What follows belongs to an exercise in optimizing a design on an open flow for small area; a production flow would make more cautious choices. RTL that was checked went through simulation tests only; none was proved equivalent to the original. Power and IR drop assume default switching activity. The clock port is modelled as an ideal driver; clocking choices that lean on that would not hold on a real chip.

== old ==
Design kfs, start of the top module:
module kfs (
    input  wire         clk,
    input  wire         rst,           
    input  wire         in_valid,
    input  wire [15:0]  in_word,
    input  wire [5:0]   buf_addr,
    output reg  [3:0]   ev,
    output reg          st_ill,
    output wire [3:0]   fs_idx,
    output wire         frame_done,
    output wire         dpt_ok,
    output wire [4:0]   rd_d1,
    output wire [4:0]   rd_d2,
    output wire [4:0]   rd_d3,
    output wire         rd_dp,
    output wire         rd_ind,
    output wire [4:0]   dpt_len,
    output wire [159:0] dpt_out,
    output wire [1:0]   cv_st,
    output wire [6:0]   cv_len,
    output wire [7:0]   cv_sum,
    output wire         cv_hold,
    output wire         cv_trunc,
    output wire [7:0]   buf_rd,
    output wire [1:0]   sc_stat,
    output wire [3:0]   sc_olen,
    output wire [95:0]  sc_out
);
clock: 20.0 ns
lec_check: 0
cap_margin: 20
core_margin: 2
core_utilization: 30
cts_buf_list: sky130_fd_sc_hd__clkbuf_8 sky130_fd_sc_hd__clkbuf_16
cts_cluster_diameter: 100
cts_cluster_size: 30
place_density: 0.5
slew_margin: 20
synth_hierarchical: 1
run.sh (not shown) runs the stock make flow with config.mk's settings and CLKGATE_MAP_FILE= SYNTH_SCRIPT=/design/flow/synth_recipe.tcl, a recipe that flattens the netlist after the stock synthesis.
What new does differently from old at the input level:
==> flow/flow/run.sh (new file) <==
#!/bin/bash
# Standard layout, with the smallest buffer on each input and output port
# in place of the default port buffer.
set -euo pipefail
export BUFFER_PORTS_ARGS="-buffer_cell sky130_fd_sc_hd__buf_1"
bash standard.sh > standard.log 2>&1
==> flow/standard.sh (new file) <==
#!/bin/bash
# synth_recipe.tcl (not shown) runs the flow's synth.tcl, then flattens the netlist and writes it again
# the make line also repeats each setting of config.mk as NAME=value (left out here)
make -C /OpenROAD-flow-scripts/flow DESIGN_CONFIG=/design/flow/config.mk WORK_HOME=/design/flow/orfs CLKGATE_MAP_FILE= SYNTH_SCRIPT=/design/flow/synth_recipe.tcl "${@:-finish}"
removed: flow/run.sh
==> summary.txt <==
new did not stop at any stage, and its layout met the timing, design-rule and antenna checks.
Measured against each other, new and old differ in first-pass detailed-route iteration total, the higher figure coming from new.
Diff old -> new | power | down slightly
Cmp new and old / routed length on met1 / higher: old
Looking at post-route cell area, new sits below old.
Register-to-register slack, new and old, higher one = new.
~same clock-cell share of area in new and old
In new the sum of net half-perimeters after detailed placement turned out 190 um higher than in old.

========
Setup of wip/pepper:
Another version of the RTL of kfs (not shown whole).
For scale: about 1,900 cells after synthesis, roughly 350 I/O pins.
## kfs
module kfs (
    input  wire         clk,
    input  wire         rst,           
    input  wire         in_valid,
    input  wire [15:0]  in_word,
    input  wire [5:0]   buf_addr,
    output reg  [3:0]   ev,
    output reg          st_ill,
    output wire [3:0]   fs_idx,
    output wire         frame_done,
    output wire         dpt_ok,
    output wire [4:0]   rd_d1,
    output wire [4:0]   rd_d2,
    output wire [4:0]   rd_d3,
    output wire         rd_dp,
    output wire         rd_ind,
    output wire [4:0]   dpt_len,
    output wire [159:0] dpt_out,
    output wire [1:0]   cv_st,
    output wire [6:0]   cv_len,
    output wire [7:0]   cv_sum,
    output wire         cv_hold,
    output wire         cv_trunc,
    output wire [7:0]   buf_rd,
    output wire [1:0]   sc_stat,
    output wire [3:0]   sc_olen,
    output wire [95:0]  sc_out
);
Settings: LEC_CHECK=0, CAP_MARGIN=20, CORE_MARGIN=2, CORE_UTILIZATION=50, PLACE_DENSITY=0.65, SLEW_MARGIN=20, SYNTH_HIERARCHICAL=1; clock period 20.0 ns.
standard.sh (not shown) runs the stock make flow with config.mk's settings and CLKGATE_MAP_FILE= SYNTH_SCRIPT=/design/flow/synth_recipe.tcl, a recipe that flattens the netlist after the stock synthesis.
==> flow/flow/run.sh <==
#!/bin/bash
# Standard layout, with the smallest buffer on each input and output port
# in place of the default port buffer, and a clock tree without dummy
# loads.
set -euo pipefail
export BUFFER_PORTS_ARGS="-buffer_cell sky130_fd_sc_hd__buf_1"
export CTS_ARGS="-sink_clustering_enable -repair_clock_nets -sink_clustering_size 30 -sink_clustering_max_diameter 100 -buf_list {sky130_fd_sc_hd__clkbuf_8 sky130_fd_sc_hd__clkbuf_16} -dont_use_dummy_load"
bash standard.sh > standard.log 2>&1
The inputs of wip/sierra differ from those of wip/pepper as listed below.
# wip/pepper
export LEC_CHECK = 0
export CAP_MARGIN = 20
export CORE_MARGIN = 2
export CORE_UTILIZATION = 50
export PLACE_DENSITY = 0.65
export SLEW_MARGIN = 20
export SYNTH_HIERARCHICAL = 1
create_clock -name core_clock -period 20.0 [get_ports {clk}]
# wip/sierra
export LEC_CHECK = 0
export CAP_MARGIN = 20
export CORE_MARGIN = 2
export CORE_UTILIZATION = 30
export CTS_BUF_LIST = sky130_fd_sc_hd__clkbuf_8 sky130_fd_sc_hd__clkbuf_16
export CTS_CLUSTER_DIAMETER = 100
export CTS_CLUSTER_SIZE = 30
export PLACE_DENSITY = 0.5
export SLEW_MARGIN = 20
export SYNTH_HIERARCHICAL = 1
create_clock -name core_clock -period 20.0 [get_ports {clk}]
==> flow/flow/run.sh <==
#!/bin/bash
# Standard layout, with the smallest buffer on each input and output port
# in place of the default port buffer.
set -euo pipefail
export BUFFER_PORTS_ARGS="-buffer_cell sky130_fd_sc_hd__buf_1"
bash standard.sh > standard.log 2>&1
### Flow results
Looking at worst hold slack, wip/sierra sits above wip/pepper.
Comparing wip/pepper and wip/sierra, the lower met2 wire length is on wip/pepper.
Number of standard cells in the layout, taps in and fillers out went up by more than 10% going from wip/pepper to wip/sierra.
In the flow results for wip/pepper and wip/sierra, the setup slack is larger on wip/pepper.
Diff wip/pepper -> wip/sierra: flip-flop and latch share of the layout cell area lost 1.6 points, final core utilization now sits lower, power higher, wire length now sits higher.
Function was not checked in any run of this note: the RTL went through the layout flow alone.

========
kfs, a different RTL version from the one above (not shown whole).
For scale: roughly 1,900 cells after synthesis, roughly 350 I/O pins, about 27,000 sq um of cells after synthesis.
==> flow/config.mk <==
export PLATFORM = sky130hd
export DESIGN_NAME = kfs
export DESIGN_NICKNAME = kfs
export VERILOG_FILES = /design/flow/design.v
export SDC_FILE = /design/flow/constraint.sdc
export NUM_CORES = 4
export LEC_CHECK = 0
export CAP_MARGIN = 20
export CORE_MARGIN = 2
export CORE_UTILIZATION = 30
export CTS_BUF_LIST = sky130_fd_sc_hd__clkbuf_8 sky130_fd_sc_hd__clkbuf_16
export CTS_CLUSTER_DIAMETER = 100
export CTS_CLUSTER_SIZE = 30
export PLACE_DENSITY = 0.5
export SLEW_MARGIN = 20
export SYNTH_HIERARCHICAL = 1
==> flow/constraint.sdc <==
create_clock -name core_clock -period 20.0 [get_ports {clk}]
set_input_delay 4.0000 -clock core_clock [delete_from_list [all_inputs] [get_ports {clk}]]
set_output_delay 4.0000 -clock core_clock [all_outputs]
set_load 0.01 [all_outputs]
==> flow/flow/run.sh <==
#!/bin/bash
# Standard layout, with the smallest buffer on each input and output port
# in place of the default port buffer, and gates off the critical paths
# downsized after global routing (power recovery on all paths).
set -euo pipefail
export BUFFER_PORTS_ARGS="-buffer_cell sky130_fd_sc_hd__buf_1"
export RECOVER_POWER=100
bash standard.sh > standard.log 2>&1
The baseline completed and failed the layout checks on max-capacitance violations, max-slew violations.
Then changed:
==> flow/flow/run.sh (replaced) <==
#!/bin/bash
# Standard layout, with the smallest buffer on each input and output port
# in place of the default port buffer, and a clock tree without dummy
# loads.
set -euo pipefail
export BUFFER_PORTS_ARGS="-buffer_cell sky130_fd_sc_hd__buf_1"
export CTS_ARGS="-sink_clustering_enable -repair_clock_nets -sink_clustering_size 30 -sink_clustering_max_diameter 100 -buf_list {sky130_fd_sc_hd__clkbuf_8 sky130_fd_sc_hd__clkbuf_16} -dont_use_dummy_load"
bash standard.sh > standard.log 2>&1
With this change the flow passed the timing, design-rule and antenna checks. Fmax came out higher by about a fifth. Final area barely changes. Sequential power barely changes. Worst setup slack improved by 2.2 ns. Synthesized cell count does not change.
Then changed:
==> flow/flow/run.sh (replaced) <==
#!/bin/bash
# Standard layout, with the smallest buffer on each input and output port
# in place of the default port buffer, gates off the critical paths
# downsized after global routing (power recovery on all paths), and a
# clock tree without dummy loads.
set -euo pipefail
export BUFFER_PORTS_ARGS="-buffer_cell sky130_fd_sc_hd__buf_1"
export RECOVER_POWER=100
export CTS_ARGS="-sink_clustering_enable -repair_clock_nets -sink_clustering_size 30 -sink_clustering_max_diameter 100 -buf_list {sky130_fd_sc_hd__clkbuf_8 sky130_fd_sc_hd__clkbuf_16} -dont_use_dummy_load"
bash standard.sh > standard.log 2>&1
With this change the flow produced a layout that fails on max-capacitance violations, max-slew violations.
Final cell count is unchanged.
Clock power barely changes.
Count of clock-buffer cells in the layout is unchanged.
Via count grows slightly.
Then changed:
==> flow/flow/run.sh (replaced) <==
#!/bin/bash
# Standard layout, with the smallest buffer on each input and output port
# in place of the default port buffer.
set -euo pipefail
export BUFFER_PORTS_ARGS="-buffer_cell sky130_fd_sc_hd__buf_1"
bash standard.sh > standard.log 2>&1
After rerunning:
- The new run completed with no timing, DRC or antenna violations
- setup slack is better by 2.3 ns
- via count barely changes
- core utilization is higher by 0.33 points
- cell count is higher by 0.65%
- final area is higher by 1.0%
- clock skew is lower by 0.049 ns
- wire length hardly moves
- count of clock-buffer cells in the layout is higher by 1
- first-iteration DRC count is lower by 2.2%
- hold slack is better by 0.049 ns

## afterwards: timing with drivers on the ports
How much do the figures lean on ideal ports? The routed layouts below were timed once more, with nothing changed but the port constraints.
Step 1 assumes that a clkbuf_16 drives the clock port and a buf_2 every other input.
Step 2, shift: input delay + t, output delay - t, t = (earliest + latest rising clock arrival at the registers) / 2. This alone moves slack from input paths to output paths.
a / b / c = ideal ports / drivers / drivers and shift; a / b = the first two.
| run | t, ns | setup slack, ns | latest minus earliest clock arrival (ns) | slew at the worst register clock pin (ns) |
|---|---|---|---|---|
| old | 0.684 | 6.765 / 6.735 / 6.735 | 0.032 / 0.032 | 0.12 / 0.12 |
| new | 0.693 | 7.645 / 7.606 / 7.606 | 0.047 / 0.047 | 0.12 / 0.12 |
| wip/pepper | 0.627 | 7.644 / 7.617 / 7.617 | 0.067 / 0.067 | 0.12 / 0.12 |
| wip/sierra | 0.666 | 7.487 / 7.455 / 7.455 | 0.040 / 0.040 | 0.12 / 0.12 |
| the first run of note 3 | 0.676 | 5.135 / 5.182 / 4.506 | 0.056 / 0.056 | 0.12 / 0.12 |
| the second run of note 3 | 0.639 | 7.307 / 7.282 / 7.282 | 0.128 / 0.127 | 0.12 / 0.12 |
| the third run of note 3 | 0.640 | 5.112 / 5.159 / 4.519 | 0.130 / 0.130 | 0.12 / 0.12 |
| the fourth run of note 3 | 0.673 | 7.368 / 7.342 / 7.342 | 0.053 / 0.053 | 0.12 / 0.12 |
For the first run of note 3, which loses most, drivers alone change the setup slack by +0.047 ns; drivers and shift together by -0.629 ns.
